This design comes from an exercise in tuning for small area, a short achievable clock period and few clock cycles on the open sky130 flow, not from production work. Function was checked by simulation only, so behaviour that the tests miss may differ from the original. No activity file was given, so power comes from the tool's default toggle rates.

MS:
==> flow/design.v (excerpt) <==
module ambi_core (
    input  wire        clk,
    input  wire        rst,            
    input  wire        cmd_valid,
    output wire        cmd_ready,
    input  wire [3:0]  cmd_op,
    input  wire [7:0]  cmd_addr,
    input  wire [31:0] cmd_data,
    output wire        out_valid,
    input  wire        out_ready,
    output wire [7:0]  out_data,
    output wire        out_last,
    output reg         rsp_valid,
    output reg  [31:0] rsp_data
);
==> flow/config.mk <==
export PLATFORM = sky130hd
export DESIGN_NAME = ambi_core
export DESIGN_NICKNAME = ambi_core
export VERILOG_FILES = /design/flow/design.v
export SDC_FILE = /design/flow/constraint.sdc
export NUM_CORES = 8
export LEC_CHECK = 0
export CAP_MARGIN = 40
export CORE_MARGIN = 2
export CORE_UTILIZATION = 55
export CTS_CLUSTER_DIAMETER = 80
export CTS_CLUSTER_SIZE = 20
export PLACE_DENSITY = 0.65
export SETUP_SLACK_MARGIN = 2
export SLEW_MARGIN = 40
==> flow/constraint.sdc <==
create_clock -name core_clock -period 70.0 [get_ports {clk}]
set_input_delay 14.0000 -clock core_clock [delete_from_list [all_inputs] [get_ports {clk}]]
set_output_delay 14.0000 -clock core_clock [all_outputs]
set_load 0.01 [all_outputs]
standard.sh (not shown) runs the stock make flow with config.mk's settings and CLKGATE_MAP_FILE= SYNTH_SCRIPT=/design/flow/synth_recipe.tcl, a recipe that flattens the netlist after the stock synthesis.
==> flow/flow/run.sh <==
#!/bin/bash
# The standard layout, with a stronger buffer on every port than the
# default choice of buffer_ports.
set -euo pipefail
export BUFFER_PORTS_ARGS="-buffer_cell sky130_fd_sc_hd__buf_4"
bash standard.sh finish > standard_flow.log 2>&1
Testbench counts of MS, summed over its fixed seeds: cycles 4,465.
The following lists how AL was set up differently from MS:
--- a/flow/config.mk
+++ b/flow/config.mk
@@ -8,8 +8,7 @@
 export CAP_MARGIN = 40
 export CORE_MARGIN = 2
-export CORE_UTILIZATION = 55
+export CORE_UTILIZATION = 40
 export CTS_CLUSTER_DIAMETER = 80
 export CTS_CLUSTER_SIZE = 20
-export PLACE_DENSITY = 0.65
 export SETUP_SLACK_MARGIN = 2
 export SLEW_MARGIN = 40
==> run summary <==
- Between MS and AL, the multi-input gate area in the final layout does not differ in any meaningful way.
- Looking at slew of the pin with the lowest slew margin, AL sits 0.080 ns higher than MS does.
- Setup slack after layout, AL and MS: lower on AL
- Diff MS -> AL: number of placed instances, taps included went up by about 7%, critical path depth saw an increase, power density of the placed cells fell by 0.37 mW/mm^2.

---

Another version of the RTL of ambi_core (not shown whole).
Size in the first run: roughly 3600 flip-flops, ~92 I/O pins, about 130000 um^2 of cells after synthesis.
Design ambi_core, start of the top module:
module ambi_core (
    input  wire        clk,
    input  wire        rst,            
    input  wire        cmd_valid,
    output wire        cmd_ready,
    input  wire [3:0]  cmd_op,
    input  wire [7:0]  cmd_addr,
    input  wire [31:0] cmd_data,
    output wire        out_valid,
    input  wire        out_ready,
    output wire [7:0]  out_data,
    output wire        out_last,
    output reg         rsp_valid,
    output reg  [31:0] rsp_data
);
    localparam NCH = 24;
    localparam [31:0] ALPHA_INIT  = 32'h3F000000;    
    localparam [31:0] BRIGHT_INIT = 32'h3F800000;    
    localparam [31:0] F32_ONE     = 32'h3F800000;
    integer k;
    reg rst_q;
    always @(posedge clk) rst_q <= rst;
    reg  [7:0] lr [0:255];
    reg  [7:0] ph;
    reg        sweep;                   
    wire [7:0] ins_slot  = ph + 8'd1;
    wire [7:0] ins_entry = {ins_slot[0], ins_slot[7:1]};
    reg        rdy_r;
    reg        rdy_pn;              
    reg        h_v;
    reg [3:0]  h_op;
    reg [7:0]  h_addr;
    reg [31:0] h_data;
    assign cmd_ready = ~rdy_pn;
    wire h_show   = h_op == 4'd0;
    wire h_smooth = h_op == 4'd1;
    wire h_bright = h_op == 4'd2;
    wire h_lut    = h_op == 4'd3;
    wire h_pix    = h_op == 4'd4;
    wire h_new    = h_op == 4'd5;
    wire h_frame  = h_op == 4'd6;
    wire h_clear  = h_op == 4'd7;
    wire h_read   = h_op == 4'd8;
    wire data_ok  = h_data[30:23] != 8'hFF;
    wire h_ch     = h_addr[7:5] == 3'd0 && h_addr[4:0] < NCH;    
    wire h_proc   = h_show | (h_bright & data_ok) | h_pix | h_frame;    
    wire h_xop    = h_proc | h_clear;                                   
    reg        proc_busy;       
  ...
export LEC_CHECK = 0
export ABC_AREA = 1
export CAP_MARGIN = 40
export CORE_MARGIN = 2
export CORE_UTILIZATION = 40
export CTS_CLUSTER_DIAMETER = 80
export CTS_CLUSTER_SIZE = 25
export SLEW_MARGIN = 40
create_clock -name core_clock -period 70.0 [get_ports {clk}]
==> flow/flow/run.sh <==
#!/bin/bash
# The standard layout with three changes:
#  - synthesis maps with flow/abc_area.script, an area-first ABC script
#    (map -a, then buffering and sizing, three times over), in place of ORFS's abc_area.script;
#    everything else in synthesis, registers included, is the standard one
#  - a stronger buffer (buf_4) on every port than buffer_ports picks by itself
#  - timing repair aimed at a slack of 54.6 ns on the design's 70 ns clock
set -euo pipefail
export BUFFER_PORTS_ARGS="-buffer_cell sky130_fd_sc_hd__buf_4"
export SETUP_SLACK_MARGIN=54.6
rm -rf scripts_abc
cp -r "$FLOW_HOME/scripts" scripts_abc
cp flow/abc_area.script scripts_abc/abc_area.script
sed "s#\"\${@:-finish}\"#SCRIPTS_DIR=$PWD/scripts_abc \"\${@:-finish}\"#" standard.sh > standard_abc.sh
bash standard_abc.sh synth > synth_flow.log 2>&1
bash standard.sh finish > standard_flow.log 2>&1
==> flow/flow/abc_area.script <==
strash
dch
map -a
topo
stime -c
buffer -c
upsize -c
dnsize -c
strash
dch
map -a
topo
stime -c
buffer -c
upsize -c
dnsize -c
strash
dch
map -a
topo
stime -c
buffer -c
upsize -c
dnsize -c
The baseline completed without violations.
Testbench counts at the start, summed over its fixed seeds: cycles 4,337.
Next try:
--- a/flow/flow/run.sh
+++ b/flow/flow/run.sh
@@ -4 +4 @@
-#    (map -a, then buffering and sizing, three times over), in place of ORFS's abc_area.script;
+#    (map -a, then buffering and sizing), in place of ORFS's abc_area.script;
==> flow/flow/abc_area.script (replaced) <==
strash
dch
map -a
topo
stime -c
buffer -c
upsize -c
dnsize -c
Outcome:
- combinational power rises by 39%
- power climbs by 3.3%
- cell area rose by 1.2%
- cell count went up by 3.1%
- clock-buffer cell count does not change
- routed wire length came out lower by 4.7%
- sequential cell count is unchanged
- sequential share of layout area drops by 0.61 points
- utilization stays flat
- area after synthesis came out higher by 1.1%
Next try:
--- a/flow/flow/run.sh
+++ b/flow/flow/run.sh
@@ -4 +4,4 @@
-#    (map -a, then buffering and sizing), in place of ORFS's abc_area.script;
+#    (map -a, then buffering and sizing, three times over), in place of
+#    ORFS's abc_area.script, and lowers adders with Yosys's own carry
+#    lookahead instead of ORFS's Kogge-Stone map (SYNTH_OPERATIONS_ARGS set),
+#    and leaves full and half adders to ABC (ADDER_MAP_FILE empty);
@@ -15 +18 @@
-bash standard_abc.sh synth > synth_flow.log 2>&1
+ADDER_MAP_FILE= SYNTH_OPERATIONS_ARGS="-noshare" bash standard_abc.sh synth > synth_flow.log 2>&1
==> flow/flow/abc_area.script (replaced) <==
strash
dch
map -a
topo
stime -c
buffer -c
upsize -c
dnsize -c
strash
dch
map -a
topo
stime -c
buffer -c
upsize -c
dnsize -c
strash
dch
map -a
topo
stime -c
buffer -c
upsize -c
dnsize -c
Effect:
- The new run produced a clean layout
- power falls by 5.0%
- worst setup slack stays flat
- clock power hardly moves
- sequential share of layout area rises by 0.67 points
- wire length rises by about 15%

---

## v6
ambi_core, a different RTL version from the one above (not shown whole).
Size: ~15000 cells after synthesis, about 3600 flip-flops, about 92 I/O pins.
clock: 70.0 ns
lec_check: 0
abc_area: 1
cap_margin: 40
core_margin: 2
core_utilization: 40
cts_cluster_diameter: 80
cts_cluster_size: 22
slew_margin: 40
==> flow/flow/run.sh <==
#!/bin/bash
# The standard layout, with a stronger buffer on every port than the
# default choice of buffer_ports, and timing repair aimed at a slack of
# 54.6 ns on the design's 70 ns clock.
set -euo pipefail
export BUFFER_PORTS_ARGS="-buffer_cell sky130_fd_sc_hd__buf_4"
export SETUP_SLACK_MARGIN=54.6
bash standard.sh finish > standard_flow.log 2>&1
Testbench counts of v6, summed over its fixed seeds: cycles 4,337.
What v7 does differently from v6 at the input level:
Settings: CTS_CLUSTER_SIZE changed from 22 to 25.
~same final area in v6 and v7
The via count was comparable across v6 and v7.
Any difference in number of design rule violations left after detail routing between v7 and v6 is small enough to ignore.
Setup slack: v7 more than v6
Looking only at power after layout, and setting everything else aside, the lower value of v6 and v7 goes to v7.
v6 → v7: wire length did not really move; headroom to the max-slew limit fell by 4.2 points.
In terms of met3 track demand over resource, v6 and v7 differ only marginally.
Comparing v6 and v7, register-to-register slack is higher on v7.
Any difference in number of cells in the finished layout apart from fillers between v7 and v6 is small enough to ignore.

---

ambi_core with an RTL version that a note above also has.
Size: ~13000 cells after synthesis, roughly 3600 flip-flops, ~130000 µm² of cells after synthesis.
==> flow/config.mk <==
export PLATFORM = sky130hd
export DESIGN_NAME = ambi_core
export DESIGN_NICKNAME = ambi_core
export VERILOG_FILES = /design/flow/design.v
export SDC_FILE = /design/flow/constraint.sdc
export NUM_CORES = 8
export LEC_CHECK = 0
export ABC_AREA = 1
export CAP_MARGIN = 40
export CORE_MARGIN = 2
export CORE_UTILIZATION = 40
export CTS_CLUSTER_DIAMETER = 80
export CTS_CLUSTER_SIZE = 25
export SLEW_MARGIN = 40
==> flow/constraint.sdc <==
create_clock -name core_clock -period 70.0 [get_ports {clk}]
set_input_delay 14.0000 -clock core_clock [delete_from_list [all_inputs] [get_ports {clk}]]
set_output_delay 14.0000 -clock core_clock [all_outputs]
set_load 0.01 [all_outputs]
==> flow/flow/run.sh <==
#!/bin/bash
# The standard layout with three changes:
#  - synthesis maps with flow/abc_area.script, an area-first ABC script
#    (map -a, then buffering and sizing, three times over), in place of
#    ORFS's abc_area.script, and lowers adders with Yosys's own carry
#    lookahead instead of ORFS's Kogge-Stone map (SYNTH_OPERATIONS_ARGS set);
#    everything else in synthesis, registers included, is the standard one
#  - a stronger buffer (buf_4) on every port than buffer_ports picks by itself
#  - timing repair aimed at a slack of 54.6 ns on the design's 70 ns clock
set -euo pipefail
export BUFFER_PORTS_ARGS="-buffer_cell sky130_fd_sc_hd__buf_4"
export SETUP_SLACK_MARGIN=54.6
rm -rf scripts_abc
cp -r "$FLOW_HOME/scripts" scripts_abc
cp flow/abc_area.script scripts_abc/abc_area.script
sed "s#\"\${@:-finish}\"#SCRIPTS_DIR=$PWD/scripts_abc \"\${@:-finish}\"#" standard.sh > standard_abc.sh
SYNTH_OPERATIONS_ARGS="-noshare" bash standard_abc.sh synth > synth_flow.log 2>&1
bash standard.sh finish > standard_flow.log 2>&1
==> flow/flow/abc_area.script <==
strash
dch
map -a
topo
stime -c
buffer -c
upsize -c
dnsize -c
strash
dch
map -a
topo
stime -c
buffer -c
upsize -c
dnsize -c
strash
dch
map -a
topo
stime -c
buffer -c
upsize -c
dnsize -c
The first run passed the timing, design-rule and antenna checks.
Testbench counts at the start, summed over its fixed seeds: cycles 4,337.
Then changed:
==> flow/flow/run.sh (replaced) <==
#!/bin/bash
# The standard layout, with a stronger buffer on every port than the
# default choice of buffer_ports, and timing repair aimed at a slack of
# 54.6 ns on the design's 70 ns clock.
set -euo pipefail
export BUFFER_PORTS_ARGS="-buffer_cell sky130_fd_sc_hd__buf_4"
export SETUP_SLACK_MARGIN=54.6
bash standard.sh finish > standard_flow.log 2>&1
removed: flow/flow/abc_area.script
The new run went through all stages and came out clean.
Utilization shrinks by 0.39 points.
Via count grows by a few percent.
Cell area grows by a few percent.
Hold slack gets worse by 0.019 ns.
Cell count grows by roughly a tenth.
Total power grows by a few percent.
Die area grows by a few percent.
Combinational power grows by well over a third.
Sequential power stays flat.

-- re-timing with driven ports --
The results above use ideal ports. As a check the final layouts listed here were re-extracted and re-timed, cells and wires unchanged. Step 1 sets driving cells, clkbuf_16 on the clock port and buf_2 on the other inputs (assumed; they add their load-dependent delay and slew). Step 2 adds t to the input delays and takes it off the output delays; t is the mean of the earliest and latest rising clock arrival at the registers after step 1. Input paths then give back, and output paths get back, about the clock's delay inside the block. Slacks: ideal / step 1 / step 2; pairs: ideal / step 1.
run	shift t [ns]	setup slack, ns	worst data-port slew with drivers (ns)
MS	1.058	54.312 / 54.210 / 54.113	0.26
AL	1.048	54.106 / 54.191 / 53.143	0.05
the first run of note 2	1.062	54.449 / 54.350 / 54.242	0.07
the second run of note 2	1.034	54.549 / 54.436 / 54.289	0.04
the third run of note 2	1.022	54.546 / 54.444 / 54.351	0.07
v6	1.010	54.480 / 54.374 / 54.085	0.05
v7	1.004	54.488 / 54.380 / 54.096	0.04
the first run of note 4	1.086	54.521 / 54.399 / 54.103	0.05
the second run of note 4	1.050	54.432 / 54.320 / 53.564	0.04
After both steps every run listed still meets setup and hold. The setup slack of AL, which loses most, moves by +0.085 ns with the drivers and by -0.963 ns with both steps.
